From an optimization exercise on the open Yosys and OpenROAD flow, aimed at small area; shortcuts taken in it are not production practice.
In this exercise RTL edits were held to simulation tests only and were not proved equivalent to the original.
Power figures rest on the tool's default switching activity, not on a simulated workload.

## flow/flow/run.sh

```bash
#!/bin/bash
# Layout flow: the standard ORFS flow, with three changes to how the
# layout is made:
#  - synthesis maps logic with an area-oriented ABC script (flow/abc_area.script);
#    the registers, their names and cells are those of the standard synthesis
#  - port buffers use the smallest buffer cell
#  - clock tree built from small clock buffers, without dummy loads
# Every tool's output goes to logs in this folder (make.log, orfs/logs/...).
set -euo pipefail
W=$PWD
rm -rf "$W/scripts_mod"
cp -r "$FLOW_HOME/scripts" "$W/scripts_mod"
cp "$W/flow/abc_area.script" "$W/scripts_mod/abc_area.script"

CTS="-sink_clustering_enable -repair_clock_nets -dont_use_dummy_load -buf_list sky130_fd_sc_hd__clkbuf_4 -sink_clustering_size 10 -sink_clustering_max_diameter 50"

make -C "$FLOW_HOME" DESIGN_CONFIG="$FLOW_CONFIG" WORK_HOME="$W/orfs" \
    CLKGATE_MAP_FILE= SYNTH_SCRIPT="$W/synth_recipe.tcl" \
    SCRIPTS_DIR="$W/scripts_mod" \
    BUFFER_PORTS_ARGS="-buffer_cell sky130_fd_sc_hd__buf_1" \
    CTS_ARGS="$CTS" \
    finish > "$W/make.log" 2>&1

R="$W/orfs/results/$FLOW_PLATFORM/meter_b/base"
: # left out here: write the final layout as DEF
```

## flow/flow/abc_area.script

```
strash
&get -n
&dch -f
&nf -R 1000
&put
topo
```

## flow/standard.sh

```bash
#!/bin/bash
# synth_recipe.tcl (not shown) runs the flow's synth.tcl, then flattens the netlist and writes it again
# the make line also repeats each setting of config.mk as NAME=value (left out here)
make -C /OpenROAD-flow-scripts/flow DESIGN_CONFIG=/design/flow/config.mk WORK_HOME=/design/flow/orfs CLKGATE_MAP_FILE= SYNTH_SCRIPT=/design/flow/synth_recipe.tcl "${@:-finish}"
```

## flow/config.mk

```make
export PLATFORM = sky130hd
export DESIGN_NAME = meter_b
export DESIGN_NICKNAME = meter_b
export VERILOG_FILES = /design/flow/design.v
export SDC_FILE = /design/flow/constraint.sdc
export NUM_CORES = 4
export LEC_CHECK = 0
export ABC_AREA = 1
export CAP_MARGIN = 20
export CORE_AREA = 2.3 2.72 253.3 253.2
export DIE_AREA = 0 0 256 256
export GPL_TIMING_DRIVEN = 0
export PLACE_DENSITY = 0.6
export SLEW_MARGIN = 20
```

## flow/constraint.sdc

```tcl
create_clock -name core_clock -period 12.0 [get_ports {clk}]
set_input_delay 2.4000 -clock core_clock [delete_from_list [all_inputs] [get_ports {clk}]]
set_output_delay 2.4000 -clock core_clock [all_outputs]
set_load 0.01 [all_outputs]
```

## flow/design.v

```verilog
module meter_b (
    input  wire        clk,
    input  wire        rst,
    input  wire        rx_valid,
    input  wire [7:0]  rx_data,
    input  wire        clr_minmax,
    input  wire        tick,
    input  wire        cond_reset,
    input  wire [3:0]  cond1_index,
    input  wire [2:0]  cond1_cmp,
    input  wire [24:0] cond1_threshold,
    input  wire [15:0] cond1_duration,
    input  wire [3:0]  cond2_index,
    input  wire [2:0]  cond2_cmp,
    input  wire [24:0] cond2_threshold,
    input  wire [15:0] cond2_duration,
    input  wire [2:0]  rd_idx,
    output wire [24:0] rd_last,
    output wire [24:0] rd_min,
    output wire [24:0] rd_max,
    output reg         cond1_result,
    output reg         cond2_result,
    output reg  [15:0] good_count,
    output reg  [15:0] bad_count
);
    function slt;
        input [24:0] a, b;
        integer j;
        reg r;
        begin
            r = 1'b0;
            for (j = 0; j < 24; j = j + 1)
                r = (~a[j] & b[j]) | (~a[j] & r) | (b[j] & r);
            slt = (a[24] & ~b[24]) | (a[24] & r) | (~b[24] & r);
        end
    endfunction
    function uge16;
        input [15:0] a, b;
        integer j;
        reg r;
        begin
            r = 1'b1;
            for (j = 0; j < 16; j = j + 1)
                r = (a[j] & ~b[j]) | (a[j] & r) | (~b[j] & r);
            uge16 = r;
        end
    endfunction
    reg  [5:0] idx;      
    reg  [7:0] sum;      
    reg  [7:0] sum_n;
    reg  [8:0] sc;
    integer j;
    always @(*) begin
        sc[0] = 1'b0;
        for (j = 0; j < 8; j = j + 1) begin
            sum_n[j]  = sum[j] ^ rx_data[j] ^ sc[j];
            sc[j + 1] = (sum[j] & rx_data[j]) | (sum[j] & sc[j]) | (rx_data[j] & sc[j]);
        end
    end
    wire       idle   = (idx == 6'd0);
    wire       store  = rx_valid & ~idle;
    wire       lastb  = store & (idx == 6'd34);
    wire       ok     = (sum_n == 8'hFF);       
    wire       commit = lastb & ok;
    always @(posedge clk) begin
        if (rst)
            idx <= 6'd0;
        else if (rx_valid) begin
            if (idle) begin
                if (rx_data == 8'h55) idx <= 6'd1;
            end else if (idx == 6'd34)
                idx <= 6'd0;
            else
                idx <= idx + 6'd1;
        end
    end
    always @(posedge clk)
        if (rx_valid) sum <= idle ? 8'h55 : sum_n;
    reg  [7:0] bb [1:21];
    wire [7:0] wbyte = rst ? 8'h00 : rx_data;
    integer k;
    always @(posedge clk)
        for (k = 1; k <= 21; k = k + 1)
            if (rst | (store & (idx == k)))
                bb[k] <= wbyte;
    reg [4:0] t;        
    reg       ty_fr, ty_cnt, ty_tk, ty_rst;
    always @(posedge clk) begin
        if (rst | lastb | tick) begin
            t      <= 5'd0;
            ty_fr  <= ~rst & commit;
            ty_cnt <= rst | lastb;
            ty_tk  <= ~rst & tick;
            ty_rst <= rst;
        end else if (t != 5'd31)
            t <= t + 5'd1;
    end
    reg  cg, cb;       
    wire rot_c = ty_cnt & ~t[4];
    always @(posedge clk) begin
        if (rst | lastb) begin
            cg <= ~rst & ok;
            cb <= ~rst & ~ok;
        end else if (rot_c) begin
            good_count <= {~ty_rst & (good_count[0] ^ cg), good_count[15:1]};
            bad_count  <= {~ty_rst & (bad_count[0] ^ cb), bad_count[15:1]};
            cg <= cg & good_count[0];
            cb <= cb & bad_count[0];
        end
    end
    reg [23:0] last [0:6];
    integer q;
    always @(posedge clk)
        if (commit | (ty_rst & (t == 5'd0)))
            for (q = 0; q < 7; q = q + 1)
                last[q] <= {bb[3*q+1], bb[3*q+2], bb[3*q+3]};
    reg  [24:0] e_sum;
    reg  [24:0] eci, eco;      
    reg  [24:0] ea, eb;
    reg         ec8_q, ec16_q;
    integer m;
    always @(*) begin
        ea = {last[5][23], last[5]};
        eb = {last[6][23], last[6]};
        for (m = 0; m < 25; m = m + 1) begin
            if (m == 0)       eci[m] = 1'b0;
            else if (m == 8)  eci[m] = ec8_q;
            else if (m == 16) eci[m] = ec16_q;
            else              eci[m] = eco[m - 1];
            e_sum[m] = ea[m] ^ eb[m] ^ eci[m];
            eco[m]   = (ea[m] & eb[m]) | (ea[m] & eci[m]) | (eb[m] & eci[m]);
        end
    end
    always @(posedge clk) begin
        ec8_q  <= eco[7];
        ec16_q <= eco[15];
    end
    integer f;
    reg [23:0] max_u [0:2];    
    reg [22:0] max_s [3:6];    
    reg [23:0] max_e;          
    reg [23:0] min_s [3:6];    
    reg [24:0] min_e;          
    wire       early = (t[4:3] == 2'b00);
    wire [2:0] sel = ~early ? rd_idx :
                     ty_tk  ? (t[0] ? cond2_index[2:0] : cond1_index[2:0]) :
                     t[2:0];
    reg [24:0] L, MN, MX;
    always @(*) begin
        case (sel)
            3'd0: L = {1'b0, last[0]};
            3'd1: L = {1'b0, last[1]};
            3'd2: L = {1'b0, last[2]};
            3'd3: L = {last[3][23], last[3]};
            3'd4: L = {last[4][23], last[4]};
            3'd5: L = {last[5][23], last[5]};
            3'd6: L = {last[6][23], last[6]};
            default: L = e_sum;
        endcase
        case (sel)
            3'd0: MX = {1'b0, max_u[0]};
            3'd1: MX = {1'b0, max_u[1]};
            3'd2: MX = {1'b0, max_u[2]};
            3'd3: MX = {2'b00, max_s[3]};
            3'd4: MX = {2'b00, max_s[4]};
            3'd5: MX = {2'b00, max_s[5]};
            3'd6: MX = {2'b00, max_s[6]};
            default: MX = {1'b0, max_e};
        endcase
        case (sel)
            3'd3: MN = {min_s[3][23], min_s[3]};
            3'd4: MN = {min_s[4][23], min_s[4]};
            3'd5: MN = {min_s[5][23], min_s[5]};
            3'd6: MN = {min_s[6][23], min_s[6]};
            3'd7: MN = min_e;
            default: MN = 25'd0;
        endcase
    end
    assign rd_last = L;
    assign rd_min  = MN;
    assign rd_max  = MX;
    wire lt_min = slt(L, MN);
    wire gt_max = slt(MX, L);
    wire        clr  = rst | clr_minmax;
    wire [24:0] W    = clr ? 25'd0 : L;
    wire        mm   = early & ty_fr;
    wire [2:0]  d    = t[2:0];
    always @(posedge clk) begin
        for (f = 0; f < 3; f = f + 1)
            if (clr | (mm & (d == f) & gt_max)) max_u[f] <= W[23:0];
        for (f = 3; f < 7; f = f + 1) begin
            if (clr | (mm & (d == f) & gt_max)) max_s[f] <= W[22:0];
            if (clr | (mm & (d == f) & lt_min)) min_s[f] <= W[23:0];
        end
        if (clr | (mm & (d == 3'd7) & gt_max)) max_e <= W[23:0];
        if (clr | (mm & (d == 3'd7) & lt_min)) min_e <= W;
    end
    wire        c2    = t[0];
    wire [24:0] th    = c2 ? cond2_threshold : cond1_threshold;
    wire [2:0]  ccmp  = c2 ? cond2_cmp : cond1_cmp;
    wire        cbad  = c2 ? cond2_index[3] : cond1_index[3];
    wire        th_lt = slt(th, L);       
    wire        th_gt = slt(L, th);       
    reg         hit;
    always @(*) begin
        case (ccmp)
            3'd0:    hit = th_lt;
            3'd1:    hit = ~th_gt;
            3'd2:    hit = ~th_lt & ~th_gt;
            3'd3:    hit = ~th_lt;
            3'd4:    hit = th_gt;
            3'd5:    hit = th_lt | th_gt;
            default: hit = 1'b0;
        endcase
    end
    wire c = ~cbad & hit;
    reg [15:0] held1, held2;
    reg        pend1, pend2;
    reg        keep1, keep2, ch1, ch2;
    wire ge1 = uge16(held1, cond1_duration);
    wire ge2 = uge16(held2, cond2_duration);
    wire step1 = ty_tk & (t == 5'd0);
    wire step2 = ty_tk & (t == 5'd1);
    wire rot_h = (ty_tk | ty_rst) & (t[4] ^ t[3]);    
    always @(posedge clk) begin
        if (rst) begin
            cond1_result <= 1'b0; pend1 <= 1'b0; keep1 <= 1'b0;
        end else if (cond_reset) begin
            cond1_result <= 1'b0; pend1 <= 1'b1;
        end else if (step1) begin
            if (pend1 | ~c)
                cond1_result <= 1'b0;
            else if (ge1)
                cond1_result <= 1'b1;
            keep1 <= c & ~pend1;
            pend1 <= 1'b0;
        end
    end
    always @(posedge clk) begin
        if (rst) begin
            cond2_result <= 1'b0; pend2 <= 1'b0; keep2 <= 1'b0;
        end else if (cond_reset) begin
            cond2_result <= 1'b0; pend2 <= 1'b1;
        end else if (step2) begin
            if (pend2 | ~c)
                cond2_result <= 1'b0;
            else if (ge2)
                cond2_result <= 1'b1;
            keep2 <= c & ~pend2;
            pend2 <= 1'b0;
        end
    end
    always @(posedge clk) begin
        if (step1 | step2) begin
            ch1 <= 1'b1;
            ch2 <= 1'b1;
        end else if (rot_h) begin
            held1 <= {keep1 & (held1[0] ^ ch1), held1[15:1]};
            held2 <= {keep2 & (held2[0] ^ ch2), held2[15:1]};
            ch1   <= ch1 & held1[0];
            ch2   <= ch2 & held2[0];
        end
    end
endmodule
```

==> results of run 1 <==
## logic make-up after synthesis
kind of cell / count (synthesis) / share of synthesized area
AOI/OAI and AO/OA: 372 / 0.100
adders and majority gates: 95 / 0.0458
muxes: 34 / 0.0131
other: 1 / 0.000132
xor gates and xnor gates: 5 / 0.00155
and+or+nand+nor: 276 / 0.0445
DFF: 744 / 0.782
buffers and inverters: 96 / 0.0129
## synthesized netlist by cell type (all sizes together), types with 3 or more instances
cell / n / area, µm²
clkinv: 95 / 357
mux2: 25 / 282
nor3: 8 / 40.0
nand2b: 7 / 43.8
a21oi: 49 / 245
nand4: 7 / 43.8
nor3b: 4 / 30.0
o221ai: 11 / 96.3
nand2: 93 / 349
o21ai: 44 / 220
a22o: 18 / 158
o21bai: 7 / 52.6
mux2i: 9 / 90.1
and3: 4 / 25.0
edfxtp: 723 / 21700
nor2: 74 / 278
maj3: 47 / 470
a31oi: 6 / 37.5
a31o: 4 / 35.0
a222oi: 78 / 781
ha: 18 / 225
a41o: 11 / 110
nand3: 46 / 230
a211oi: 3 / 22.5
o22ai: 19 / 119
and2: 9 / 56.3
dfxtp: 21 / 420
fa: 30 / 601
nor2b: 12 / 75.1
a22oi: 86 / 646
a221oi: 30 / 263
xnor2: 3 / 26.3
## worst max-delay path: cells and delay by family
family                   cells  cell delay (ns)
AND/OR/NAND/NOR              3             0.92
AO/OA/AOI/OAI               14             1.92
buffers and inverters        4             0.72
adder cells (fa/ha/maj)     17             6.19
## through the flow
| stage | hold WS (ns) | cells | cell area [µm²] | total power (W) | worst slack [ns] |
|---|---|---|---|---|---|
| global placement | 0.401 | 2689 | 30300 | 0.00387 | -3.13 |
| detailed placement | 0.405 | 2750 | 31800 | 0.00395 | -0.930 |
| CTS | 0.374 | 2837 | 32400 | 0.00502 | 0.215 |
| finish | 0.369 | 2843 | 32500 | 0.00497 | 0.393 |
| global route | 0.372 | 2843 | 32500 | 0.00519 | 0.0427 |
| floorplan | 0.400 | 1623 | 28500 | 0.00360 | 0.0349 |
## layer usage
layer / wire, µm / GRT usage / vias up
met5: 0 / 0 / -
met4: 2270 / 0.0861 / 0
met3: 4860 / 0.0369 / 126
met2: 34900 / 0.361 / 614
met1: 27200 / 0.267 / 8282
li1: - / - / 7369
## path summary, 6_finish.rpt
kind | from | to | slack, ns | cells after the start
max | cond1_index[0] | min_s[5][6] | 0.39 | 38
min | bb[1][6] | last[0][22] | 0.37 | 0
max reg2reg | t[0] | min_s[5][6] | 1.23 | 37
min reg2reg | bb[1][6] | last[0][22] | 0.37 | 0
## registers in the layout, indices dropped and copies added (netlist names), 5 cells and up
signal and flops:
bb 168, last 168, min_s 96, max_s 92
max_u 72, min_e 25, max_e 24, bad_count 16
good_count 16, held1 16, held2 16, sum 8
idx 6, t 5
## report_power, final
group	total (W)	internal (W)	switching [W]
logic	0.000714	0.000232	0.000481
registers	0.00317	0.00311	0.0000664
clock network	0.00109	0.000333	0.000752
total	0.00497	0.00367	0.00130
## layout make-up
cell class	count	area share
antenna	3	0.000231
inverter	95	0.0111
tap	846	0.0326
clock buffer	87	0.0201
buffer	1	0.000231
timing repair buffer	284	0.0655
multi-input combinational	783	0.188
sequential	744	0.682
## repair_timing
| item | in CTS | in global routing |
|---|---|---|
| setup endpoints to repair | 9 | 60 |
| endpoints found under the hold margin | 0 | 0 |
| setup buffers | 0 | 2 |
| gates resized for setup | 1 | 0 |
| pin swaps | 0 | 2 |
==> flow_summary_export.csv, run 1 <==
group,metric,value,unit
floorplanning,die_w,256,µm
synthesis,syn_avg_cell_area,17.4,µm²
sta,timing.final.crit_period,11.61,ns
setup_path,crit_top_cell,"maj3_1",
global_route,grt_pass1_vias,16700,
finish,multi_input_area,6110,µm²
detailed_routing,initialDrtViolationCount,1416,
global_route,track_usage,0.211,
global_route,grt_start_max_net_pins,62,
detailed_routing,drc,0,
synthesis,ys_seq_area_frac,0.782,
clocking,clockRootBuffer,"clkbuf_4",
sta,tns,0,ns
synthesis,synth_cell_type_count,46,
detailed_routing,vias,16400,
clocking,numCtsBuffers,87,
setup_path,crit_fanout,16,
synthesis,syn_area,28300,µm²
place,gp_congestion,0.788,
floorplanning,dieHeight,256,µm
floorplanning,row_count,92,
synthesis,synth-edff-count,723,
synthesis,synthFlopType,"edfxtp_1",
sta,slew_viol_final,0,
clocking,numClockSinks,744,
sta,fin_crit_sh,0.967,
detailed_routing,drtPass1Iterations,7,
setup_path,crit_required,12.58,ns
clocking,clk-insertion-delay-late,0.87,ns
floorplanning,die_area,65500,µm²
finish,layout-drive-gt1-share,0.102,
sta,max_freq,86.2,MHz
finish,final_cell_mix,"723 x edfxtp_1, 219 x buf_1, 94 x clkinv_1",
sta,hold_viol,0,
clocking,cts_hold_buffers,0,
setup_path,critPathKind,"in -> reg",
power,power.density,153,nW/µm²
finish,finalNetCount,2157,
status,outcome,"complete, no violations",
detailed_routing,detail_route.wirelength,69200,µm
detailed_routing,vias_per_cell,5.77,
clocking,cts_buffer_depth,3,
global_route,grt_pass1_wl,103000,µm
detailed_routing,antenna_left,0,
finish,syn2layout_area_growth,14.6,%
power,ir_worst_vdd,53.1,µV
synthesis,ys_ff_latch,744,
global_route,grt_overflow,0,
setup_path,arrival,12.19,ns
finish,final_common_cell,"edfxtp_1",
sta,slew_headroom,0.289,
finish,seq_area,22100,µm²
sta,worst_pin_slew,1.07,ns
sta,clock_skew,0.0882,ns
place,dp_hpwl,47600,µm
clocking,htreeDepth,3,
setup_path,slowest_stage,"nor2_4",
synthesis,yosys_warnings,6,
hold_path,hold_path.class,"reg -> reg",
synthesis,synth_cells,1623,
place,numPortBuffers,220,
clocking,clk_pin_slew,0.10,ns
clocking,cts_tree,"yes",
sta,finalSetupViolCount,0,
setup_path,startpoint_type,"primary input",
setup_path,end_kind,"register",
finish,fin_util,0.517,
synthesis,syn_nets,1784,
synthesis,async_flop_share,0,
sta,rsz0062_at_grt,"false",
global_route,grt_antenna_before_repair,3,
setup_path,critPathMaxStageDelay,0.51,ns
power,p_leak,11.0,nW
floorplanning,start_util,0.451,
floorplanning,io_pins,222,
flow_run,cap_violations,0,
finish,fillers,5122,
detailed_routing,wire_per_inst,24.3,µm
floorplanning,core_area,62700,µm²
==> run 2: changes to the inputs <==
--- a/flow/config.mk
+++ b/flow/config.mk
@@ -10,5 +10,4 @@
 export CORE_AREA = 2.3 2.72 253.3 253.2
 export DIE_AREA = 0 0 256 256
-export GPL_TIMING_DRIVEN = 0
-export PLACE_DENSITY = 0.6
+export PLACE_DENSITY = 0.75
 export SLEW_MARGIN = 20
==> flow_summary_export.csv, run 2 <==
group,metric,value,unit
clocking,clk-insertion-delay-late,0.87,ns
sta,hold_viol,0,
setup_path,slowest_stage,"o21ai_1",
synthesis,synth_common_cells,"723 x edfxtp_1, 95 x clkinv_1, 93 x nand2_1",
sta,slew_headroom,0.258,
floorplanning,row_count,92,
synthesis,syn_area,28300,µm²
synthesis,synth_top_area_frac,0.767,
floorplanning,io_pins,222,
floorplanning,start_util,0.451,
detailed_routing,initialDrtViolationCount,2273,
finish,finalNetCount,2151,
synthesis,yosys_warnings,6,
finish,final_cell_mix,"723 x edfxtp_1, 219 x buf_1, 94 x clkinv_1",
clocking,htreeDepth,3,
detailed_routing,top_layer,"met4",
setup_path,end_kind,"register",
hold_path,hold_path.class,"reg -> reg",
clocking,numClockSinks,744,
clocking,cts_tree,"yes",
clocking,cts.repair.resized,0,
hold_path,min_from,"bb[19][6]",
detailed_routing,met1_length,26400,µm
finish,final_common_cell,"edfxtp_1",
setup_path,critPathMaxStageDelay,0.47,ns
floorplanning,dieHeight,256,µm
place,gp_congestion,0.847,
setup_path,worstReg2RegEnd,"min_s[3][21]",
synthesis,synth_cell_type_count,46,
global_route,grt_antenna_before_repair,1,
sta,slew_viol_final,0,
sta,worst_pin_slew,1.11,ns
finish,fillers,5088,
setup_path,critPathKind,"in -> reg",
sta,clock_skew,0.121,ns
setup_path,reg2reg_from,"t[4]",
global_route,grt_overflow,0,
sta,max_freq,90.5,MHz
synthesis,async_flop_share,0,
synthesis,syn_nets,1784,
global_route,grt_pass1_wl,104000,µm
sta,fin_crit_sh,0.921,
synthesis,syn_avg_cell_area,17.4,µm²
setup_path,arrival,11.53,ns
synthesis,synthFlopType,"edfxtp_1",
detailed_routing,detail_route.wirelength,70000,µm
setup_path,crit_required,12.48,ns
sta,whs,0.378,ns
clocking,cts_buffer_depth,3,
setup_path,crit_top_cell,"maj3_1",
synthesis,synth_cells,1623,
sta,rsz0062_at_grt,"false",
synthesis,synth-edff-count,723,
finish,top_regs,"bb (168), last (168), min_s (96)",
global_route,grt_pass1_vias,16900,
detailed_routing,drc,0,
detailed_routing,drtPass1Iterations,7,
setup_path,crit_fanout,26,
sta,finalSetupViolCount,0,
synthesis,yosysMostFrequentCell,"edfxtp_1",
clocking,clk_pin_slew,0.11,ns
sta,timing.final.crit_period,11.05,ns
status,outcome,"complete, no violations",
floorplanning,die_w,256,µm
power,p_leak,10.6,nW
detailed_routing,dr_wl_met2,34200,µm
detailed_routing,wire_per_inst,24.7,µm
synthesis,yosys.area.top_type,"edfxtp_1",
hold_path,hold_depth,0,
place,numPortBuffers,220,
sta,tns,0,ns
synthesis,ys_seq_area_frac,0.782,
detailed_routing,vias,16800,
finish,syn2layout_area_growth,11.5,%
clocking,postCtsSetupRepairBufs,0,
place,dp_hpwl,46200,µm
synthesis,ys_top_cells_by_area,"edfxtp_1 77%, a222oi_1 2.8%, a22oi_1 2.3%",
floorplanning,die_area,65500,µm²
floorplanning,core_area,62700,µm²
clocking,numCtsBuffers,89,
clocking,clockRootBuffer,"clkbuf_4",
global_route,track_usage,0.210,
finish,layout-drive-gt1-share,0.0941,
power,power.density,157,nW/µm²
detailed_routing,wl_met3,6370,µm
detailed_routing,antenna_left,0,
flow_run,cap_violations,0,
detailed_routing,vias_per_cell,5.93,
hold_path,min_to,"last[6][22]",
power,ir_worst_vdd,62.7,µV
global_route,grt_start_max_net_pins,78,
setup_path,startpoint_type,"primary input",
clocking,cts_hold_buffers,0,
synthesis,ys_ff_latch,744,
setup_path,worstRegToRegCells,33,
setup_path,regToRegSetupSlack,1.78,ns
## run 2: cell counts after synthesis
No cell type changed its count.
## run 2: cell families (layout without fill, tap and decap cells)
logic type                 Yosys count  after routing  share of synthesized area
adders and majority gates           95             95                     0.0458
other                                1              2                   0.000132
muxes                               34             34                     0.0131
xor gates and xnor gates             5              5                    0.00155
AOI/OAI and AO/OA                  372            372                      0.100
and+or+nand+nor                    276            276                     0.0445
DFF                                744            744                      0.782
buffers and inverters               96            461                     0.0129
## run 2: cell type report
cell class | instances | area, µm² | share of cell area
Antenna cell | 1 | 2.50 | 0.0000792
Clock buffer | 89 | 668 | 0.0212
Inverter | 95 | 362 | 0.0115
Multi-Input combinational cell | 783 | 6060 | 0.192
Sequential cell | 744 | 22100 | 0.701
Tap cell | 846 | 1060 | 0.0335
Timing Repair Buffer | 277 | 1290 | 0.0409
## run 2: worst max-delay path, delay by kind of cell
| kind | cells | cell delay, ns |
|---|---|---|
| compound gates | 13 | 2.15 |
| fa+ha+maj | 16 | 5.80 |
| buf+inv | 2 | 0.51 |
| simple gates | 3 | 0.62 |
## run 2: worst max-delay path by stage
stage	startpoint	endpoint	slack, ns	depth (start not counted)
CTS	cond1_index[0]	min_e[4]	1.02	34
finish	cond1_index[0]	min_s[3][21]	0.95	34
floorplan	cond1_index[2]	min_e[0]	0.03	33
global route	cond1_index[0]	min_e[4]	0.48	34
detailed placement	cond1_index[0]	min_e[4]	0.16	34
global placement	cond1_index[0]	min_e[6]	0.32	34
## run 2: report_power, final
part | leakage, nW | switching, W | total (W) | internal [W]
sequential | 7.56 | 0.0000774 | 0.00319 | 0.00311
combinational | 2.68 | 0.000488 | 0.000694 | 0.000206
clock | 0.409 | 0.000750 | 0.00109 | 0.000341
## run 2: stage by stage
step           utilization  instances  setup slack, ns  total power, W  area (µm²)
6_report             0.503       2835            0.951         0.00497       31600
5_1_grt              0.503       2835            0.479         0.00515       31600
2_1_floorplan            -       1623           0.0349         0.00360       28500
4_1_cts              0.503       2834             1.02         0.00498       31600
3_5_place_dp         0.493       2745            0.165         0.00393       30900
3_3_place_gp         0.492       2745            0.317         0.00390       30900
## run 2: layer usage
metal / vias up / track usage
met5: - / 0
met4: 0 / 0.0958
met3: 159 / 0.0375
met2: 955 / 0.349
met1: 8355 / 0.271
li1: 7354 / -
==> run 3: changes to the inputs <==
==> flow/flow/abc_area.script (replaced) <==
strash
&get -n
&deepsyn -T 20
&dch -f
&nf -R 1000
&put
topo
==> flow_summary_export.csv, run 3 <==
group,metric,value,unit
hold_path,hold_depth,0,
clocking,cts_buffer_depth,3,
place,dpl_cell_area,30500,µm²
synthesis,yosys.area.top_type,"edfxtp_1",
synthesis,synth_fa_ha_area_frac,0.0313,
power,switchingPower,0.00134,W
detailed_routing,drtPass1Iterations,8,
clocking,postCtsSetupRepairBufs,0,
power,seqPwrFrac,0.643,
synthesis,synth_mux_area_frac,0.0112,
finish,syn2layout_area_growth,10.4,%
power,p_leak,10.4,nW
floorplanning,die_w,256,µm
global_route,grt_start_max_net_pins,79,
clocking,clockRootBuffer,"clkbuf_4",
global_route,grt_pass1_wl,106000,µm
synthesis,synth-compound-area-share,0.103,
synthesis,synth_top_area_frac,0.768,
synthesis,synth-simple-area-share,0.0543,
global_route,grt_pass1_vias,16900,
finish,fin_util,0.498,
finish,finalNetCount,2164,
sta,rsz0062_at_grt,"false",
synthesis,synth_cells,1666,
setup_path,critPathMaxStageDelay,0.87,ns
setup_path,slowest_stage,"o21ai_0",
flow_run,cap_violations,0,
synthesis,async_flop_share,0,
synthesis,syn_avg_cell_area,17.0,µm²
global_route,grt_overflow,0,
floorplanning,row_count,92,
clocking,clk_pin_slew,0.10,ns
synthesis,ys_top_cells_by_area,"edfxtp_1 77%, a222oi_1 2.4%, a22oi_1 2.3%",
place,numPortBuffers,220,
detailed_routing,wire_per_inst,25.1,µm
detailed_routing,antenna_left,0,
setup_path,crit_fanout,52,
power,pwr-share-comb,0.140,
floorplanning,start_util,0.451,
synthesis,synth_cell_type_count,56,
setup_path,end_kind,"register",
finish,postLayoutCellArea,31200,µm²
sta,hold_viol,0,
clocking,cts_hold_buffers,0,
power,ir_worst_vdd,64.6,µV
synthesis,synth_xor_area_frac,0.000929,
finish,layout-drive-gt1-share,0.0770,
detailed_routing,top_layer,"met4",
sta,max_freq,108,MHz
detailed_routing,detail_route.wirelength,71600,µm
detailed_routing,vias,16900,
detailed_routing,initialDrtViolationCount,2118,
setup_path,arrival,9.67,ns
sta,finalSetupViolCount,0,
status,outcome,"complete, no violations",
finish,top_regs,"bb (168), last (168), min_s (96)",
setup_path,startpoint_type,"primary input",
hold_path,hold_path.class,"reg -> reg",
power,clockPowerShare,0.217,
synthesis,yosysMostFrequentCell,"edfxtp_1",
global_route,track_usage,0.216,
clocking,numClockSinks,744,
detailed_routing,vias_per_cell,5.94,
synthesis,synthFlopType,"edfxtp_1",
clocking,htreeDepth,3,
detailed_routing,drc,0,
synthesis,synth-edff-count,723,
place,gp_congestion,0.883,
sta,whs,0.375,ns
detailed_routing,dr_wl_met2,34500,µm
global_route,grt_antenna_before_repair,1,
power,p_total,0.00499,W
clocking,cts_tree,"yes",
sta,timing.final.crit_period,9.23,ns
synthesis,synth_top_family_by_area,"compound AO/OA/AOI/OAI gates",
synthesis,yosys_warnings,6,
sta,slew_viol_final,0,
setup_path,crit_required,12.44,ns
sta,clock_skew,0.116,ns
sta,fin_crit_sh,0.769,
synthesis,syn_area,28300,µm²
place,dp_hpwl,47100,µm
synthesis,synth_common_cells,"723 x edfxtp_1, 134 x nand2_1, 120 x clkinv_1",
setup_path,critPathKind,"in -> reg",
floorplanning,io_pins,222,
sta,worst_pin_slew,1.14,ns
floorplanning,dieHeight,256,µm
synthesis,ys_seq_area_frac,0.782,
synthesis,syn_nets,1827,
finish,final_common_cell,"edfxtp_1",
detailed_routing,wl_met3,7580,µm
detailed_routing,met1_length,26700,µm
setup_path,worstRegToRegCells,31,
finish,final_cell_mix,"723 x edfxtp_1, 220 x buf_1, 133 x nand2_1",
power,power.density,160,nW/µm²
clocking,cts.repair.resized,0,
sta,slew_headroom,0.229,
clocking,numCtsBuffers,87,
sta,tns,0,ns
synthesis,ys_ff_latch,744,
clocking,clk-insertion-delay-late,0.87,ns
floorplanning,core_area,62700,µm²
power,power.internal,0.00365,W
floorplanning,die_area,65500,µm²
power,swShare,0.268,
## run 3: worst paths after layout
kind | start | endpoint | slack, ns
max reg2reg | t[4] | max_u[0][7] | 3.53
min reg2reg | bb[19][3] | last[6][19] | 0.37
min | bb[19][3] | last[6][19] | 0.37
max | rd_idx[0] | max_u[0][7] | 2.77
## run 3: through the flow
step,setup WS (ns),cells
final,2.77,2848
after global routing,2.46,2848
after CTS,3.01,2847
after detailed placement,2.16,2760
after global placement,2.44,2760
after floorplan,1.90,1666
## run 3: power by group through the flow
stage / sequential (W) / clock, W / combinational, W
5_1_grt: 0.00323 / 0.00120 / 0.000746
6_report: 0.00321 / 0.00108 / 0.000697
2_1_floorplan: 0.00325 / 0 / 0.000378
3_3_place_gp: 0.00326 / 0 / 0.000664
3_5_place_dp: 0.00327 / 0 / 0.000686
4_1_cts: 0.00321 / 0.00111 / 0.000688
## run 3: metal layers
metal,GRT usage,vias to the layer above
li1,-,7382
met1,0.283,8287
met2,0.355,1074
met3,0.0392,185
met4,0.0981,0
met5,0,-
## run 3: kinds of logic (layout without fill, tap and decap cells)
family          Yosys count  count (layout)
flops                   744             744
buf+inv                 121             456
xor+xnor                  3               3
other cells               1               2
fa+ha+maj                54              54
mux                      30              30
compound gates          380             380
simple gates            333             333
## run 3: critical path, delay by kind of cell
family                   cells  cell delay, ns
AO/OA/AOI/OAI               22            4.31
AND/OR/NAND/NOR              4            1.35
buffers and inverters        3            1.15
adder cells (fa/ha/maj)      1            0.40
## run 3: layout make-up
cell class,instances,area [µm²]
inverters,120,450
clock buffers,87,653
diodes,1,2.50
multi-input cells,801,5890
flip-flops and latches,744,22100
repair buffers,249,1060
well taps,846,1060
fillers,5065,31500
==> run 4: changes to the inputs <==
--- a/flow/flow/run.sh
+++ b/flow/flow/run.sh
@@ -13,5 +13,5 @@
 cp "$W/flow/abc_area.script" "$W/scripts_mod/abc_area.script"
 
-CTS="-sink_clustering_enable -repair_clock_nets -dont_use_dummy_load -buf_list sky130_fd_sc_hd__clkbuf_4 -sink_clustering_size 10 -sink_clustering_max_diameter 50"
+CTS="-sink_clustering_enable -repair_clock_nets -dont_use_dummy_load -buf_list sky130_fd_sc_hd__clkbuf_8 -sink_clustering_size 18 -sink_clustering_max_diameter 60"
 
 make -C "$FLOW_HOME" DESIGN_CONFIG="$FLOW_CONFIG" WORK_HOME="$W/orfs" \
==> flow/flow/abc_area.script (replaced) <==
strash
&get -n
&dch -f
&nf -R 1000
&put
topo
--- a/flow/config.mk
+++ b/flow/config.mk
@@ -10,4 +10,4 @@
 export CORE_AREA = 2.3 2.72 253.3 253.2
 export DIE_AREA = 0 0 256 256
-export PLACE_DENSITY = 0.75
+export PLACE_DENSITY = 0.6
 export SLEW_MARGIN = 20
==> flow_summary_export.csv, run 4 <==
group,metric,value,unit
status,outcome,"complete, no violations",
clocking,clk_pin_slew,0.10,ns
global_route,grt_pass1_vias,16300,
power,p_leak,10.6,nW
clocking,cts_tree,"yes",
synthesis,syn_avg_cell_area,17.4,µm²
finish,top_regs,"bb (168), last (168), min_s (96)",
global_route,use_met3,0.0307,
synthesis,ys_top_cells_by_area,"edfxtp_1 77%, a222oi_1 2.8%, a22oi_1 2.3%",
setup_path,slowest_stage,"o22ai_1",
synthesis,syn_nets,1784,
finish,postLayoutCellArea,31600,µm²
clocking,htreeDepth,2,
sta,clock_skew,0.0559,ns
clocking,clockRootBuffer,"clkbuf_8",
hold_path,hold_path.class,"reg -> reg",
clocking,clk-insertion-delay-late,0.67,ns
global_route,track_usage,0.214,
detailed_routing,drc,0,
global_route,grt_antenna_before_repair,2,
clocking,postCtsSetupRepairBufs,0,
place,gp_congestion,0.860,
finish,syn2layout_area_growth,11.8,%
detailed_routing,vias,16300,
synthesis,synthFlopType,"edfxtp_1",
detailed_routing,drtPass1Iterations,6,
global_route,top_usage_layer,"met2",
setup_path,critPathKind,"in -> reg",
sta,slew_headroom,0.280,
sta,hold_viol,0,
sta,max_freq,90.5,MHz
power,power.density,158,nW/µm²
setup_path,startpoint_type,"primary input",
floorplanning,dieHeight,256,µm
setup_path,arrival,11.37,ns
global_route,grt_pass1_wl,105000,µm
setup_path,critPathMaxStageDelay,0.51,ns
sta,tns,0,ns
synthesis,ys_seq_area_frac,0.782,
floorplanning,io_pins,222,
floorplanning,die_w,256,µm
floorplanning,row_count,92,
synthesis,synth_top_area_frac,0.767,
setup_path,crit_fanout,24,
detailed_routing,antenna_left,0,
setup_path,crit_top_cell,"maj3_1",
sta,rsz0062_at_grt,"false",
synthesis,yosys.area.top_type,"edfxtp_1",
synthesis,yosysMostFrequentCell,"edfxtp_1",
detailed_routing,initialDrtViolationCount,1882,
clocking,numCtsBuffers,53,
global_route,grt_overflow,0,
sta,finalSetupViolCount,0,
setup_path,crit_required,12.33,ns
synthesis,synth_cell_type_count,46,
detailed_routing,wire_per_inst,25.3,µm
synthesis,ys_ff_latch,744,
sta,slew_viol_final,0,
floorplanning,die_area,65500,µm²
place,dpl_cell_area,30900,µm²
floorplanning,core_area,62700,µm²
synthesis,async_flop_share,0,
flow_run,cap_violations,0,
clocking,cts.repair.resized,0,
finish,layout-drive-gt1-share,0.0807,
finish,final_cell_mix,"723 x edfxtp_1, 219 x buf_1, 94 x clkinv_1",
synthesis,yosys_warnings,6,
clocking,cts_hold_buffers,0,
detailed_routing,detail_route.wirelength,70900,µm
synthesis,synth_common_cells,"723 x edfxtp_1, 95 x clkinv_1, 93 x nand2_1",
sta,worst_pin_slew,1.08,ns
place,dp_hpwl,46300,µm
place,numPortBuffers,220,
detailed_routing,vias_per_cell,5.80,
power,ir_worst_vdd,73.9,µV
synthesis,synth_cells,1623,
synthesis,syn_area,28300,µm²
setup_path,end_kind,"register",
global_route,grt_start_max_net_pins,85,
clocking,numClockSinks,744,
global_route,grtUsageMet1,0.285,
sta,fin_crit_sh,0.920,
floorplanning,start_util,0.451,
sta,timing.final.crit_period,11.04,ns
finish,final_common_cell,"edfxtp_1",
finish,finalNetCount,2122,
sta,whs,0.382,ns
synthesis,synth-edff-count,723,
clocking,cts_buffer_depth,3,
global_route,use_met2,0.362,
==> run 4: changes by cell type in the layout (fill, tap and decap cells not counted), moves of 25 or more <==
| cell | before | now |
|---|---|---|
| maj3_1 | 6 | 43 |
| clkbuf_4 | 87 | 0 |
| and3_1 | 31 | 4 |
| clkinv_1 | 119 | 94 |
| nand3_1 | 20 | 45 |
| nand2_1 | 133 | 92 |
| buf_4 | 28 | 64 |
| clkbuf_8 | 0 | 53 |
==> run 4: path summary, 6_finish.rpt <==
| kind | startpoint | endpoint | slack (ns) | cells past startpoint |
|---|---|---|---|---|
| setup / recovery | cond1_index[1] | min_s[3][23] | 0.96 | 33 |
| hold / removal | bb[11][6] | last[3][14] | 0.38 | 0 |
| setup reg to reg | t[4] | min_s[3][23] | 2.05 | 34 |
| hold reg to reg | bb[11][6] | last[3][14] | 0.38 | 0 |
==> run 4: cell families after synthesis <==
logic type,count (synthesis),synth area share
XOR/XNOR,5,0.00155
AND/OR/NAND/NOR,276,0.0445
adder cells (fa/ha/maj),95,0.0458
other,1,0.000132
AO/OA/AOI/OAI,372,0.100
multiplexers,34,0.0131
buffers and inverters,96,0.0129
flip-flops,744,0.782
==> run 4: through the flow <==
step / instances / worst slack (ns) / power (W) / util
floorplan: 1623 / 0.0349 / 0.00360 / -
global placement: 2752 / 0.357 / 0.00392 / 0.492
detailed placement: 2752 / 0.304 / 0.00394 / 0.492
CTS: 2805 / 1.03 / 0.00505 / 0.504
global route: 2807 / 0.482 / 0.00520 / 0.504
finish: 2807 / 0.956 / 0.00501 / 0.504
==> run 4: routing by layer <==
| metal | up-vias | share of wire |
|---|---|---|
| met2 | 597 | 0.50 |
| li1 | 7242 | - |
| met5 | - | 0 |
| met1 | 8312 | 0.41 |
| met4 | 0 | 0.033 |
| met3 | 121 | 0.061 |
==> run 4: worst max-delay path: cells and delay by family <==
family                     cells  cell delay, ns
buffers and inverters          2            0.32
adders and majority gates     17            6.13
and+or+nand+nor                1            0.08
AOI/OAI and AO/OA             13            2.46
==> run 4: power by group <==
group / leakage, nW / internal (W) / switching, W
logic: 2.69 / 0.000207 / 0.000484
clock network: 0.381 / 0.000395 / 0.000742
registers: 7.56 / 0.00311 / 0.0000727
total: 10.6 / 0.00371 / 0.00130
==> run 4: cell type report <==
cell class / instances / area, µm²
timing repair buffer: 284 / 1310
fill: 5214 / 31100
sequential: 744 / 22100
multi-input combinational: 783 / 6050
tap: 846 / 1060
antenna: 2 / 5.00
clock buffer: 53 / 729
inverter: 95 / 362
==> run 5: changes to the inputs <==
--- a/flow/design.v
+++ b/flow/design.v
@@ -146,4 +146,6 @@
                      ty_tk  ? (t[0] ? cond2_index[2:0] : cond1_index[2:0]) :
                      t[2:0];
+    wire        tks = early & ty_tk;           
+    wire [24:0] th  = t[0] ? cond2_threshold : cond1_threshold;
     reg [24:0] L, MN, MX;
     always @(*) begin
@@ -176,10 +178,14 @@
             default: MN = 25'd0;
         endcase
+        if (tks) begin
+            MN = th;
+            MX = th;
+        end
     end
     assign rd_last = L;
     assign rd_min  = MN;
     assign rd_max  = MX;
-    wire lt_min = slt(L, MN);
-    wire gt_max = slt(MX, L);
+    wire lt_min = slt(L, MN);      
+    wire gt_max = slt(MX, L);      
     wire        clr  = rst | clr_minmax;
     wire [24:0] W    = clr ? 25'd0 : L;
@@ -197,9 +203,8 @@
     end
     wire        c2    = t[0];
-    wire [24:0] th    = c2 ? cond2_threshold : cond1_threshold;
     wire [2:0]  ccmp  = c2 ? cond2_cmp : cond1_cmp;
     wire        cbad  = c2 ? cond2_index[3] : cond1_index[3];
-    wire        th_lt = slt(th, L);       
-    wire        th_gt = slt(L, th);       
+    wire        th_lt = gt_max;           
+    wire        th_gt = lt_min;           
     reg         hit;
     always @(*) begin
--- a/flow/flow/run.sh
+++ b/flow/flow/run.sh
@@ -13,5 +13,5 @@
 cp "$W/flow/abc_area.script" "$W/scripts_mod/abc_area.script"
 
-CTS="-sink_clustering_enable -repair_clock_nets -dont_use_dummy_load -buf_list sky130_fd_sc_hd__clkbuf_8 -sink_clustering_size 18 -sink_clustering_max_diameter 60"
+CTS="-sink_clustering_enable -repair_clock_nets -dont_use_dummy_load -buf_list sky130_fd_sc_hd__clkbuf_4 -sink_clustering_size 9 -sink_clustering_max_diameter 45"
 
 make -C "$FLOW_HOME" DESIGN_CONFIG="$FLOW_CONFIG" WORK_HOME="$W/orfs" \
--- a/flow/config.mk
+++ b/flow/config.mk
@@ -7,7 +7,7 @@
 export LEC_CHECK = 0
 export ABC_AREA = 1
-export CAP_MARGIN = 20
+export CAP_MARGIN = 0
 export CORE_AREA = 2.3 2.72 253.3 253.2
 export DIE_AREA = 0 0 256 256
 export PLACE_DENSITY = 0.6
-export SLEW_MARGIN = 20
+export SLEW_MARGIN = 0
==> flow_summary_export.csv, run 5 <==
group,metric,value,unit
status,outcome,"complete, no violations",
detailed_routing,drc,0,
setup_path,critPathMaxStageDelay,0.49,ns
sta,hold_viol,0,
place,dp_slack,-0.181,ns
setup_path,regToRegSetupSlack,1.57,ns
finish,top_regs,"bb (168), last (168), min_s (96)",
synthesis,synth_cell_type_count,43,
setup_path,end_kind,"register",
finish,final_cell_mix,"723 x edfxtp_1, 220 x buf_1, 126 x a22oi_1",
floorplanning,dieHeight,256,µm
place,gp_congestion,0.884,
place,numPortBuffers,221,
detailed_routing,detail_route.wirelength,71400,µm
finish,layout-drive-gt1-share,0.115,
setup_path,reg2reg_from,"t[4]",
sta,max_freq,87.6,MHz
detailed_routing,initialDrtViolationCount,1847,
detailed_routing,drtPass1Iterations,6,
global_route,grt_pass1_vias,16700,
hold_path,min_to,"last[4][20]",
synthesis,ys_seq_area_frac,0.784,
setup_path,arrival,12.11,ns
clocking,cts_buffer_depth,3,
detailed_routing,antenna_left,0,
global_route,grt_pass1_wl,106000,µm
global_route,grt_antenna_before_repair,1,
sta,clock_skew,0.116,ns
finish,final_common_cell,"edfxtp_1",
setup_path,worstReg2RegEnd,"cond2_result",
finish,seq_area,22100,µm²
power,power.density,158,nW/µm²
sta,rsz0062_at_grt,"false",
power,ir_worst_vdd,70.7,µV
synthesis,yosys.area.top_type,"edfxtp_1",
finish,fillers,5266,
finish,multi_input_area,5930,µm²
setup_path,slowest_stage,"a31oi_2",
clocking,cts.repair.resized,0,
flow_run,cap_violations,0,
floorplanning,die_area,65500,µm²
global_route,grt_start_max_net_pins,64,
global_route,track_usage,0.217,
synthesis,synth_top_area_frac,0.769,
synthesis,syn_nets,1828,
detailed_routing,wire_per_inst,24.5,µm
finish,syn2layout_area_growth,12.4,%
synthesis,ys_top_cells_by_area,"edfxtp_1 77%, a22oi_1 3.3%, fa_1 2.1%",
clocking,numClockSinks,744,
hold_path,hold_depth,0,
synthesis,synthFlopType,"edfxtp_1",
floorplanning,core_area,62700,µm²
sta,slew_viol_final,0,
clocking,htreeDepth,3,
synthesis,async_flop_share,0,
synthesis,synth_cells,1667,
synthesis,syn_area,28200,µm²
sta,slew_headroom,0.196,
global_route,grt_overflow,0,
detailed_routing,vias,16600,
hold_path,min_from,"bb[13][4]",
clocking,cts_tree,"yes",
finish,finalNetCount,2228,
synthesis,synth-edff-count,723,
setup_path,critPathKind,"in -> reg",
setup_path,startpoint_type,"primary input",
sta,worst_pin_slew,1.20,ns
sta,tns,0,ns
setup_path,crit_required,12.70,ns
sta,timing.final.crit_period,11.41,ns
clocking,clk-insertion-delay-late,0.88,ns
clocking,postCtsSetupRepairBufs,0,
sta,setup_ws,0.589,ns
hold_path,hold_path.class,"reg -> reg",
synthesis,syn_avg_cell_area,16.9,µm²
place,dp_hpwl,46800,µm
clocking,clk_pin_slew,0.09,ns
floorplanning,start_util,0.450,
finish,fin_util,0.506,
setup_path,crit_top_cell,"maj3_2",
synthesis,ys_ff_latch,744,
synthesis,yosys_warnings,6,
clocking,numCtsBuffers,97,
power,p_total,0.00501,W
sta,fin_crit_sh,0.951,
power,p_leak,10.8,nW
synthesis,synth_common_cells,"723 x edfxtp_1, 126 x a22oi_1, 108 x o21ai_0",
detailed_routing,vias_per_cell,5.69,
floorplanning,row_count,92,
floorplanning,die_w,256,µm
setup_path,crit_fanout,10,
clocking,clockRootBuffer,"clkbuf_4",
setup_path,worstRegToRegCells,40,
clocking,cts_hold_buffers,0,
floorplanning,io_pins,222,
synthesis,yosysMostFrequentCell,"edfxtp_1",
sta,finalSetupViolCount,0,
-- run 5: cell count changes after synthesis, moves of 23 or more --
cell,delta
a21oi_1,+39
o21a_1,+23
a22oi_1,+40
a221oi_1,-26
nand2_1,-29
mux2_1,-24
o21ai_0,+64
-- run 5: per-layer routing --
metal / track usage / share of wire / wire, µm
met5: 0 / 0 / 0
met3: 0.0293 / 0.061 / 4340
met1: 0.300 / 0.42 / 30300
met2: 0.353 / 0.49 / 34900
met4: 0.0794 / 0.027 / 1950
-- run 5: kinds of logic after synthesis --
logic type	Yosys count	synth area share
xor+xnor	6	0.00186
buf+inv	99	0.0132
compound gates	459	0.111
simple gates	254	0.0405
flops	744	0.784
fa+ha+maj	97	0.0466
mux	8	0.00288
-- run 5: worst max-delay path, delay by kind of cell --
family / cells / cell delay, ns
compound gates: 11 / 2.01
buf+inv: 2 / 0.27
simple gates: 6 / 0.81
fa+ha+maj: 21 / 6.60
-- run 5: per-stage QoR --
step,instance area [µm²],instances,hold WS [ns]
floorplan,28400,1667,0.400
global placement,31000,2814,0.400
detailed placement,31000,2814,0.405
CTS,31700,2911,0.353
global route,31700,2912,0.376
finish,31700,2912,0.358
-- run 5: cell type report --
type | count | area share
Inverter | 99 | 0.0119
Multi-Input combinational cell | 824 | 0.187
Clock buffer | 97 | 0.0229
Antenna cell | 1 | 0.0000789
Sequential cell | 744 | 0.697
Tap cell | 846 | 0.0334
Timing Repair Buffer | 301 | 0.0475
-- run 5: how the worst max path moves through the flow --
stage | from | to
after global placement | cond1_index[1] | cond2_result
after detailed placement | cond1_index[1] | cond2_result
final | cond1_index[1] | cond2_result
after global routing | cond1_index[1] | cond2_result
after CTS | cond1_index[1] | cond2_result
after floorplan | cond1_index[1] | cond2_result
-- run 5: power breakdown --
group	internal (W)	switching, W	total, W
combinational	0.000219	0.000476	0.000695
clock	0.000370	0.000758	0.00113
sequential	0.00311	0.0000749	0.00318
==> run 6: changes to the inputs <==
--- a/flow/config.mk
+++ b/flow/config.mk
@@ -8,6 +8,6 @@
 export ABC_AREA = 1
 export CAP_MARGIN = 0
-export CORE_AREA = 2.3 2.72 253.3 253.2
-export DIE_AREA = 0 0 256 256
-export PLACE_DENSITY = 0.6
+export CORE_AREA = 2.3 2.72 239.8 239.6
+export DIE_AREA = 0 0 242 242
+export PLACE_DENSITY = 0.65
 export SLEW_MARGIN = 0
==> flow_summary_export.csv, run 6 <==
group,metric,value,unit
status,outcome,"complete, no violations",
power,power.density,158,nW/µm²
place,dp_hpwl,45000,µm
finish,final_cells,2823,
synthesis,yosys_warnings,6,
detailed_routing,wire_per_inst,24.4,µm
setup_path,crit_start,"cond1_index[1]",
synthesis,syn_nets,1828,
sta,rsz0062_at_grt,"false",
sta,finalSetupViolCount,0,
finish,final_cell_mix,"723 x edfxtp_1, 220 x buf_1, 126 x a22oi_1",
setup_path,worstReg2RegEnd,"cond2_result",
hold_path,hold_path.class,"reg -> reg",
synthesis,synth_cell_type_count,43,
floorplanning,die_w,242,µm
setup_path,startpoint_type,"primary input",
finish,top_regs,"bb (168), last (168), min_s (96)",
floorplanning,row_count,87,
clocking,cts_buffer_depth,3,
global_route,grt_pass1_vias,16500,
setup_path,crit_top_cell,"maj3_2",
synthesis,yosysMostFrequentCell,"edfxtp_1",
synthesis,synth_cells,1667,
power,ir_worst_vdd,68.4,µV
setup_path,path_delay_family,"adder cells",
clocking,numClockSinks,744,
setup_path,arrival,12.11,ns
clocking,htreeDepth,3,
setup_path,crit_end,"cond2_result",
floorplanning,dieHeight,242,µm
sta,fin_crit_sh,0.948,
synthesis,synth_top_area_frac,0.769,
floorplanning,core_area,56200,µm²
synthesis,syn_avg_cell_area,16.9,µm²
setup_path,slowest_stage,"a31oi_2",
clocking,cts_hold_buffers,0,
detailed_routing,initialDrtViolationCount,1979,
detailed_routing,drtPass1Iterations,6,
setup_path,crit_cells,40,
sta,max_freq,87.9,MHz
synthesis,ys_seq_area_frac,0.784,
global_route,grt_start_max_net_pins,75,
detailed_routing,drc,0,
floorplanning,die_area,58600,µm²
clocking,postCtsSetupRepairBufs,0,
setup_path,critPathMaxStageDelay,0.45,ns
global_route,grt_pass1_wl,103000,µm
place,dp.cells,2727,
synthesis,yosys.area.top_type,"edfxtp_1",
sta,hold_viol,0,
sta,slew_viol_final,0,
sta,worst_pin_slew,1.18,ns
global_route,grt_antenna_before_repair,3,
global_route,track_usage,0.235,
floorplanning,io_pins,222,
sta,setup_ws,0.629,ns
setup_path,crit_fanout,9,
place,numPortBuffers,221,
detailed_routing,detail_route.wirelength,68900,µm
setup_path,regToRegSetupSlack,1.35,ns
finish,syn2layout_area_growth,12.0,%
flow_run,cap_violations,0,
sta,slew_headroom,0.212,
synthesis,ys_ff_latch,744,
setup_path,path_buf_inv,2,
finish,postLayoutCellArea,31600,µm²
detailed_routing,vias,16700,
detailed_routing,top_layer,"met5",
synthesis,synthFlopType,"edfxtp_1",
finish,layout-drive-gt1-share,0.115,
setup_path,critPathKind,"in -> reg",
place,dpl_cell_area,30900,µm²
place,dp_slack,-0.176,ns
clocking,clk-insertion-delay-late,0.85,ns
finish,finalNetCount,2229,
sta,clock_skew,0.0690,ns
place,gp_congestion,0.865,
setup_path,worstRegToRegCells,40,
detailed_routing,wl_met3,6000,µm
clocking,clk_pin_slew,0.10,ns
hold_path,min_from,"bb[6][4]",
clocking,numCtsBuffers,95,
synthesis,synth-edff-count,723,
detailed_routing,antenna_left,0,
detailed_routing,met1_length,28600,µm
setup_path,end_kind,"register",
synthesis,ys_top_cells_by_area,"edfxtp_1 77%, a22oi_1 3.3%, fa_1 2.1%",
sta,timing.final.crit_period,11.37,ns
power,p_leak,10.8,nW
sta,whs,0.381,ns
setup_path,reg2reg_from,"t[0]",
clocking,cts_tree,"yes",
detailed_routing,dr_wl_met2,32400,µm
synthesis,syn_area,28200,µm²
clocking,cts.repair.resized,0,
synthesis,async_flop_share,0,
clocking,clockRootBuffer,"clkbuf_4",
finish,final_common_cell,"edfxtp_1",
global_route,grt_overflow,0,
setup_path,crit_required,12.74,ns
synthesis,synth_common_cells,"723 x edfxtp_1, 126 x a22oi_1, 108 x o21ai_0",
detailed_routing,vias_per_cell,5.92,
floorplanning,start_util,0.503,
[run 6: cell counts after synthesis]
No cell type changed its count.
[run 6: per-stage QoR]
stage | utilization | power [W] | setup TNS [ns]
final | 0.563 | 0.00499 | 0
after global routing | 0.563 | 0.00520 | 0
after CTS | 0.563 | 0.00502 | 0
after detailed placement | 0.550 | 0.00394 | -14.95
after global placement | 0.550 | 0.00392 | -2.48
after floorplan | - | 0.00360 | -42.79
[run 6: kinds of logic (layout without fill, tap and decap cells)]
logic type                 after synthesis  count (layout)  share of synthesized area
xor gates and xnor gates                 6               6                    0.00186
other                                    0               1                          0
and+or+nand+nor                        254             254                     0.0405
buffers and inverters                   99             498                     0.0132
DFF                                    744             744                      0.784
adders and majority gates               97              97                     0.0466
AOI/OAI and AO/OA                      459             459                      0.111
muxes                                    8               8                    0.00288
[run 6: worst min path at each step]
| stage | to | slack, ns | depth (start not counted) |
|---|---|---|---|
| finish | last[1][4] | 0.38 | 0 |
| global route | last[1][4] | 0.40 | 0 |
| CTS | last[1][4] | 0.38 | 0 |
| detailed placement | last[0][15] | 0.40 | 0 |
| global placement | last[2][17] | 0.40 | 0 |
| floorplan | last[0][0] | 0.40 | 0 |
[run 6: power breakdown]
group,switching [W],internal (W),total (W)
sequential,0.0000748,0.00311,0.00318
clock,0.000750,0.000363,0.00111
combinational,0.000475,0.000219,0.000694
total,0.00130,0.00369,0.00499
[run 6: area by class of cell]
cell class,instances,area (µm²)
Timing Repair Buffer,304,1530
Multi-Input combinational cell,824,5920
Sequential cell,744,22100
Inverter,99,378
Fill cell,4475,24500
Tap cell,756,946
Antenna cell,1,2.50
Clock buffer,95,713
[run 6: per-layer routing]
metal	track usage	vias up
met2	0.366	797
met5	0	-
met3	0.0448	123
li1	-	7495
met4	0.0828	2
met1	0.333	8306
==> run 7: changes to the inputs <==
--- a/flow/flow/run.sh
+++ b/flow/flow/run.sh
@@ -13,5 +13,5 @@
 cp "$W/flow/abc_area.script" "$W/scripts_mod/abc_area.script"
 
-CTS="-sink_clustering_enable -repair_clock_nets -dont_use_dummy_load -buf_list sky130_fd_sc_hd__clkbuf_4 -sink_clustering_size 9 -sink_clustering_max_diameter 45"
+CTS="-sink_clustering_enable -repair_clock_nets -dont_use_dummy_load -buf_list sky130_fd_sc_hd__clkbuf_4 -sink_clustering_size 10 -sink_clustering_max_diameter 50"
 
 make -C "$FLOW_HOME" DESIGN_CONFIG="$FLOW_CONFIG" WORK_HOME="$W/orfs" \
==> flow/config.mk (replaced) <==
export PLATFORM = sky130hd
export DESIGN_NAME = meter_b
export DESIGN_NICKNAME = meter_b
export VERILOG_FILES = /design/flow/design.v
export SDC_FILE = /design/flow/constraint.sdc
export NUM_CORES = 4
export LEC_CHECK = 0
export ABC_AREA = 1
export CAP_MARGIN = 20
export CORE_AREA = 2.3 2.72 253.3 253.2
export DIE_AREA = 0 0 256 256
export PLACE_DENSITY = 0.6
export SLEW_MARGIN = 20
==> flow_summary_export.csv, run 7 <==
group,metric,value,unit
detailed_routing,initialDrtViolationCount,1875,
clocking,numClockSinks,744,
synthesis,synth-edff-count,723,
sta,max_freq,88.4,MHz
detailed_routing,vias_per_cell,5.69,
power,seqPwrFrac,0.641,
setup_path,end_kind,"register",
flow_run,cap_violations,0,
finish,final_cell_mix,"723 x edfxtp_1, 220 x buf_1, 126 x a22oi_1",
floorplanning,die_w,256,µm
hold_path,hold_path.class,"reg -> reg",
setup_path,critPathMaxStageDelay,0.48,ns
sta,slew_viol_final,0,
clocking,cts.repair.resized,0,
synthesis,synthFlopType,"edfxtp_1",
clocking,clk-insertion-delay-late,0.86,ns
finish,syn2layout_area_growth,12.2,%
synthesis,syn_nets,1828,
setup_path,crit_fanout,10,
global_route,grt_antenna_before_repair,1,
place,numPortBuffers,221,
clocking,clockRootBuffer,"clkbuf_4",
sta,worst_pin_slew,1.09,ns
sta,timing.final.crit_period,11.32,ns
place,gp_congestion,0.884,
setup_path,arrival,12.06,ns
synthesis,synth_xor_area_frac,0.00186,
synthesis,syn_avg_cell_area,16.9,µm²
place,dpl_cell_area,31000,µm²
finish,top_regs,"bb (168), last (168), min_s (96)",
clocking,postCtsSetupRepairBufs,0,
clocking,cts_tree,"yes",
detailed_routing,vias,16500,
global_route,grt_start_max_net_pins,64,
synthesis,synth_fa_ha_area_frac,0.0466,
floorplanning,dieHeight,256,µm
setup_path,slowest_stage,"a31oi_2",
detailed_routing,drc,0,
status,outcome,"complete, no violations",
detailed_routing,antenna_left,0,
sta,fin_crit_sh,0.943,
sta,finalSetupViolCount,0,
sta,clock_skew,0.0761,ns
synthesis,synth_mux_area_frac,0.00288,
synthesis,synth_cell_type_count,43,
synthesis,yosys.area.top_type,"edfxtp_1",
global_route,track_usage,0.216,
finish,layout-drive-gt1-share,0.112,
setup_path,crit_top_cell,"maj3_2",
clocking,cts_buffer_depth,3,
synthesis,synth_top_area_frac,0.769,
synthesis,yosysMostFrequentCell,"edfxtp_1",
synthesis,synth_cells,1667,
synthesis,async_flop_share,0,
power,swShare,0.263,
synthesis,synth_common_cells,"723 x edfxtp_1, 126 x a22oi_1, 108 x o21ai_0",
power,p_leak,10.7,nW
synthesis,ys_top_cells_by_area,"edfxtp_1 77%, a22oi_1 3.3%, fa_1 2.1%",
synthesis,ys_seq_area_frac,0.784,
floorplanning,die_area,65500,µm²
finish,final_common_cell,"edfxtp_1",
setup_path,critPathKind,"in -> reg",
sta,hold_viol,0,
clocking,cts_hold_buffers,0,
floorplanning,start_util,0.450,
finish,postLayoutCellArea,31700,µm²
clocking,clk_pin_slew,0.10,ns
power,ir_worst_vdd,65.2,µV
synthesis,synth-compound-area-share,0.111,
synthesis,synth-simple-area-share,0.0405,
synthesis,yosys_warnings,6,
sta,rsz0062_at_grt,"false",
synthesis,synth_top_family_by_area,"compound AO/OA/AOI/OAI gates",
global_route,grt_pass1_vias,16500,
power,power.internal,0.00366,W
power,power.density,157,nW/µm²
detailed_routing,drtPass1Iterations,7,
detailed_routing,detail_route.wirelength,71400,µm
global_route,grt_pass1_wl,106000,µm
sta,slew_headroom,0.274,
synthesis,syn_area,28200,µm²
power,clockPowerShare,0.219,
synthesis,ys_ff_latch,744,
clocking,numCtsBuffers,87,
floorplanning,row_count,92,
power,pwr-share-comb,0.140,
setup_path,startpoint_type,"primary input",
floorplanning,io_pins,222,
sta,tns,0,ns
detailed_routing,wire_per_inst,24.6,µm
clocking,htreeDepth,3,
global_route,grt_overflow,0,
floorplanning,core_area,62700,µm²
place,dp_hpwl,46800,µm
finish,finalNetCount,2218,
setup_path,crit_required,12.74,ns
power,switchingPower,0.00131,W
-- run 7: kinds of logic (layout without fill, tap and decap cells) --
| family | after synthesis | count (layout) |
|---|---|---|
| flip-flops | 744 | 744 |
| XOR/XNOR | 6 | 6 |
| adder cells (fa/ha/maj) | 97 | 97 |
| AO/OA/AOI/OAI | 459 | 459 |
| multiplexers | 8 | 8 |
| AND/OR/NAND/NOR | 254 | 254 |
| buffers and inverters | 99 | 487 |
| other | 0 | 1 |
-- run 7: stage by stage --
step,std cells,hold slack (ns),setup WS [ns],total power [W],utilization
3_3_place_gp,2814,0.400,-0.0843,0.00392,0.494
6_report,2902,0.352,0.683,0.00497,0.505
2_1_floorplan,1667,0.400,-0.433,0.00360,-
5_1_grt,2902,0.361,0.214,0.00517,0.505
4_1_cts,2901,0.353,0.720,0.00500,0.505
3_5_place_dp,2814,0.405,-0.166,0.00394,0.494
-- run 7: final cells by class --
type / count / area [µm²]
Inverter: 99 / 378
Antenna cell: 1 / 2.50
Timing Repair Buffer: 301 / 1510
Clock buffer: 87 / 653
Tap cell: 846 / 1060
Multi-Input combinational cell: 824 / 5950
Sequential cell: 744 / 22100
Fill cell: 5292 / 31100
-- run 7: power groups by stage --
stage	Combinational, W	Clock, W	Sequential, W
after global routing	0.000753	0.00122	0.00321
after detailed placement	0.000697	0	0.00324
after CTS	0.000700	0.00112	0.00319
after floorplan	0.000372	0	0.00323
after global placement	0.000687	0	0.00324
final	0.000696	0.00109	0.00318
-- run 7: worst max-delay path: cells and delay by family --
kind                       cells  cell delay (ns)
AOI/OAI and AO/OA             11             1.98
adders and majority gates     21             6.60
and+or+nand+nor                6             0.80
buffers and inverters          2             0.27
-- run 7: worst paths after layout --
path | cells past startpoint | to | slack [ns] | start
hold / removal | 0 | last[1][9] | 0.35 | bb[5][1]
hold reg to reg | 0 | last[1][9] | 0.35 | bb[5][1]
setup / recovery | 40 | cond2_result | 0.68 | cond1_index[1]
setup reg to reg | 40 | cond2_result | 1.67 | t[4]
-- run 7: per-layer routing --
metal,track usage,part of all wire
met1,0.304,0.43
met2,0.349,0.48
met3,0.0309,0.064
met4,0.0710,0.025
met5,0,0
==> run 8: changes to the inputs <==
==> flow/flow/abc_area.script (replaced) <==
strash
&get -n
&deepsyn -T 20
&dch -f
&nf -R 1000
&put
topo
==> flow_summary_export.csv, run 8 <==
group,metric,value,unit
clocking,clk_pin_slew,0.11,ns
finish,top_regs,"bb (168), last (168), min_s (96)",
synthesis,yosys_warnings,6,
setup_path,critPathMaxStageDelay,0.71,ns
power,ir_worst_vdd,63.8,µV
clocking,htreeDepth,3,
synthesis,synth_top_area_frac,0.775,
synthesis,ys_seq_area_frac,0.790,
detailed_routing,vias_per_cell,5.84,
setup_path,crit_top_cell,"o21ai_0",
power,p_total,0.00498,W
place,numPortBuffers,221,
sta,slew_headroom,0.281,
finish,fin_util,0.495,
detailed_routing,vias,16500,
synthesis,yosysMostFrequentCell,"edfxtp_1",
setup_path,critPathKind,"in -> reg",
global_route,track_usage,0.217,
global_route,grt_overflow,0,
detailed_routing,antenna_left,0,
clocking,postCtsSetupRepairBufs,0,
floorplanning,row_count,92,
floorplanning,dieHeight,256,µm
sta,rsz0062_at_grt,"false",
finish,layout-drive-gt1-share,0.0840,
clocking,cts.repair.resized,0,
sta,finalSetupViolCount,0,
detailed_routing,drtPass1Iterations,9,
setup_path,regToRegSetupSlack,2.48,ns
sta,max_freq,101,MHz
floorplanning,die_w,256,µm
synthesis,ys_ff_latch,744,
status,outcome,"complete, no violations",
setup_path,slowest_stage,"a221oi_1",
sta,fin_crit_sh,0.826,
synthesis,syn_area,28000,µm²
clocking,clk-insertion-delay-late,0.89,ns
synthesis,synth-edff-count,723,
synthesis,yosys.area.top_type,"edfxtp_1",
clocking,cts_hold_buffers,0,
clocking,numClockSinks,744,
floorplanning,io_pins,222,
global_route,grt_pass1_vias,16700,
finish,final_cell_mix,"723 x edfxtp_1, 220 x buf_1, 107 x clkinv_1",
setup_path,end_kind,"register",
finish,finalNetCount,2140,
synthesis,synthFlopType,"edfxtp_1",
sta,worst_pin_slew,1.07,ns
detailed_routing,drc,0,
finish,final_common_cell,"edfxtp_1",
clocking,cts_buffer_depth,3,
place,dpl_cell_area,30400,µm²
detailed_routing,detail_route.wirelength,71100,µm
sta,slew_viol_final,0,
synthesis,ys_top_cells_by_area,"edfxtp_1 78%, a222oi_1 3.1%, fa_1 2.1%",
setup_path,startpoint_type,"primary input",
clocking,numCtsBuffers,87,
sta,clock_skew,0.111,ns
sta,timing.final.crit_period,9.91,ns
detailed_routing,initialDrtViolationCount,1790,
finish,syn2layout_area_growth,10.8,%
setup_path,arrival,10.39,ns
sta,tns,0,ns
floorplanning,die_area,65500,µm²
detailed_routing,wire_per_inst,25.2,µm
finish,final_cells,2824,
sta,hold_viol,0,
floorplanning,start_util,0.446,
setup_path,crit_required,12.48,ns
synthesis,async_flop_share,0,
hold_path,hold_path.class,"reg -> reg",
synthesis,syn_avg_cell_area,17.2,µm²
power,power.density,160,nW/µm²
clocking,clockRootBuffer,"clkbuf_4",
synthesis,synth_cells,1624,
synthesis,syn_nets,1785,
place,gp_congestion,0.830,
synthesis,synth_common_cells,"723 x edfxtp_1, 108 x clkinv_1, 98 x nor2_1",
flow_run,cap_violations,0,
global_route,grt_antenna_before_repair,2,
place,dp_hpwl,45800,µm
global_route,grt_pass1_wl,106000,µm
floorplanning,core_area,62700,µm²
place,dp.cells,2736,
power,p_leak,10.3,nW
setup_path,crit_fanout,24,
clocking,cts_tree,"yes",
synthesis,synth_cell_type_count,46,
finish,postLayoutCellArea,31000,µm²
global_route,grt_start_max_net_pins,78,
## run 8: cell types whose count changed in the layout (fill, tap and decap cells not counted), moves of 29 or more
cell / previous run / this run
a22oi_1: 126 / 33
o21ai_0: 94 / 24
nand3_1: 58 / 19
a221oi_1: 4 / 40
o22ai_1: 10 / 43
a222oi_1: 59 / 88
a31oi_1: 1 / 30
buf_4: 74 / 45
## run 8: metrics by stage
step / setup WS (ns) / hold slack, ns
after floorplan: 0.180 / 0.400
after global placement: 1.30 / 0.401
after detailed placement: 1.25 / 0.405
after CTS: 2.16 / 0.385
after global routing: 1.61 / 0.391
final: 2.09 / 0.370
## run 8: cell type report
cell class | instances | area (µm²)
sequential | 744 | 22100
inverter | 108 | 405
fill | 5277 | 31700
tap | 846 | 1060
timing repair buffer | 266 | 1170
clock buffer | 87 | 653
antenna | 1 | 2.50
multi-input combinational | 772 | 5620
## run 8: kinds of logic (layout without fill, tap and decap cells)
| family | Yosys count | count (layout) | synth area share |
|---|---|---|---|
| other cells | 0 | 1 | 0 |
| simple gates | 289 | 289 | 0.0472 |
| buf+inv | 108 | 461 | 0.0145 |
| mux | 4 | 4 | 0.00147 |
| xor+xnor | 5 | 5 | 0.00156 |
| compound gates | 415 | 415 | 0.112 |
| flops | 744 | 744 | 0.790 |
| fa+ha+maj | 59 | 59 | 0.0334 |
## run 8: final timing paths
kind,from,end,cells past startpoint
max,rd_idx[1],max_u[1][22],35
min,bb[5][7],last[1][15],0
min reg2reg,bb[5][7],last[1][15],0
max reg2reg,t[4],max_u[1][22],36
## run 8: routing by layer
layer  part of all wire  wire length [µm]  GRT usage  vias up
met1               0.41             29100      0.292     8321
met2               0.49             34500      0.358      726
li1                   -                 -          -     7329
met4              0.024              1730     0.0700        2
met5            0.00015                11          0        -
met3              0.081              5750     0.0430      116
## run 8: critical path: cells and delay by family
kind / cells / cell delay, ns
buf+inv: 4 / 0.84
fa+ha+maj: 4 / 1.46
simple gates: 6 / 1.53
compound gates: 21 / 4.13
## run 8: where the power goes
part | internal (W) | switching, W
Combinational | 0.000193 | 0.000495
Sequential | 0.00313 | 0.0000741
Clock | 0.000333 | 0.000755

Setup slack of run 8, layout unchanged: 2.092 ns with ideal ports, 2.127 ns with driving cells assumed (clock clkbuf_16, inputs buf_2), 1.236 ns with port delays also shifted by the 0.891 ns mid clock arrival.
